What follows belongs to an exercise in optimizing a design on an open flow for small area; a production flow would make more cautious choices. The RTL was checked by simulation tests, not by an equivalence proof against the original design. Power is estimated from default activity; no workload was simulated.

== build 34 ==
## led_encoder
module led_encoder (
    input  wire       clk,
    input  wire       rst,         
    input  wire       wr_en,       
    input  wire [5:0] wr_idx,
    input  wire       wr_gamma,    
    input  wire [7:0] wr_r,
    input  wire [7:0] wr_g,
    input  wire [7:0] wr_b,
    input  wire       update,      
    output wire       ready,       
    output wire       line_en,     
    output wire       line         
);
Settings: LEC_CHECK=0, CAP_MARGIN=20, CORE_MARGIN=2, CORE_UTILIZATION=65, CTS_CLUSTER_DIAMETER=60, CTS_CLUSTER_SIZE=30, SLEW_MARGIN=20, SYNTH_HIERARCHICAL=1, SYNTH_MINIMUM_KEEP_SIZE=0; clock period 20.0 ns.
run.sh (not shown) runs the stock make flow with config.mk's settings and CLKGATE_MAP_FILE= SYNTH_SCRIPT=/design/flow/synth_recipe.tcl, a recipe that flattens the netlist after the stock synthesis.
Changes in build 49 relative to build 34:
==> flow/flow/run.sh (new file) <==
#!/bin/bash
# The standard layout flow, with clock tree synthesis arguments of its own:
# larger sink clusters and no dummy clock loads.
export CTS_ARGS="-sink_clustering_enable -repair_clock_nets -sink_clustering_size 30 -sink_clustering_max_diameter 60 -dont_use_dummy_load"
bash standard.sh > standard.log 2>&1
==> flow/standard.sh (new file) <==
#!/bin/bash
# synth_recipe.tcl (not shown) runs the flow's synth.tcl, then flattens the netlist and writes it again
# the make line also repeats each setting of config.mk as NAME=value (left out here)
make -C /OpenROAD-flow-scripts/flow DESIGN_CONFIG=/design/flow/config.mk WORK_HOME=/design/flow/orfs CLKGATE_MAP_FILE= SYNTH_SCRIPT=/design/flow/synth_recipe.tcl "${@:-finish}"
removed: flow/run.sh
Findings:
Comparing setup slack for build 34 and build 49, the bigger number came from build 34.
Cmp build 49 vs build 34: relative area change from synthesis to final layout lower in build 49
Cmp build 34 and build 49 / clock tree buffer count of the final layout / lower: build 49
The global-route usage on build 34 is in line with that on build 49.
Share of final-layout standard cells stronger than drive strength 1 delta for build 49 relative to build 34: 0.89 points lower
Higher routed wire length goes to build 34 over build 49.
Largest voltage drop on the vdd net delta (build 49 − build 34): favourable
Die area essentially unchanged between build 49 and build 34.
Going from build 34 to build 49, power shrank by a few percent.
The static power due to leakage in build 49 was lower than what build 34 gave.
Against build 34, build 49 reports a cell count that is lower.
> inputs changed (build 49 -> build 83)
==> flow/flow/run.sh <==
#!/bin/bash
# The standard layout flow, with clock tree synthesis arguments of its own
# (larger sink clusters, no dummy clock loads) and the smallest buffer on
# the ports.
export CTS_ARGS="-sink_clustering_enable -repair_clock_nets -sink_clustering_size 36 -sink_clustering_max_diameter 50 -dont_use_dummy_load"
export BUFFER_PORTS_ARGS="-buffer_cell sky130_fd_sc_hd__buf_1"
bash standard.sh > standard.log 2>&1
Results
- When build 83 is set beside build 49, its fraction of layout instances using a drive strength above 1 turns out to be 0.96 points larger.
- Build 83 vs build 49 on largest stage delay on the critical path: build 83 is the lower one.
- | number of global-route vias before repair | build 83 vs build 49 | about 3% higher |
- The share of the final layout cell area in multi-input gates number comes out higher for build 49 vs build 83.
- Taking build 49 as the reference, in build 83 buffer count excluding the clock tree in the final layout moved up; core outline area level; sequential cell area share moved down; power per cell area moved up.
- Compared with build 49, the router placed more vias in build 83.
- Going from build 49 to build 83, final area moved up, total track usage picked up an extra 0.77 points.
The inputs of build 29 differ from those of build 83 as listed below.
Settings: CTS_CLUSTER_SIZE now 24, was 30; CTS_CLUSTER_DIAMETER now 50, was 60.
==> flow/run.sh (new file) <==
#!/bin/bash
# synth_recipe.tcl (not shown) runs the flow's synth.tcl, then flattens the netlist and writes it again
# the make line also repeats each setting of config.mk as NAME=value (left out here)
make -C /OpenROAD-flow-scripts/flow DESIGN_CONFIG=/design/flow/config.mk WORK_HOME=/design/flow/orfs CLKGATE_MAP_FILE= SYNTH_SCRIPT=/design/flow/synth_recipe.tcl finish
removed: flow/flow/run.sh
removed: flow/standard.sh
==> comparison <==
- Against build 83, build 29 reports a non-clock buffer count that is lower.
- Detailed-routing wirelength on met1: build 29 vs build 83 down about 2.2%
- Lower global-route usage was reported by build 83, not build 29.
- A uppermost signal routing layer after detailed routing of met4 is what build 83 shows, while met5 belongs to build 29.

## separate check: timing with driven ports
No port has a modelled driver above. Below, the same layouts with a new extraction and two added sets of constraints.
Step 1, drivers: a clkbuf_16 drives clk and a buf_2 each remaining input, both assumed.
Step 2 moves the port delays by t, midway between the first and last clock arrival at a register: inputs arrive t later, outputs are due t later. That takes back most of the time a late clock gives input paths.
Three values: no drivers, after step 1, after step 2; two values: the first two.
| run | t, ns | slack for setup (ns) | hold slack, ns |
|---|---|---|---|
| build 34 | 0.730 | 10.652 / 10.700 / 9.970 | 0.390 / 0.390 / 0.390 |
| build 49 | 0.698 | 10.580 / 10.628 / 9.930 | 0.350 / 0.350 / 0.350 |
| build 83 | 0.737 | 10.858 / 10.859 / 10.122 | 0.319 / 0.319 / 0.319 |
| build 29 | 0.762 | 10.635 / 10.684 / 9.922 | 0.389 / 0.389 / 0.389 |
After both steps every run listed still meets setup and hold. For build 83, which loses most, drivers alone change the setup slack by +0.001 ns; drivers and shift together by -0.736 ns.
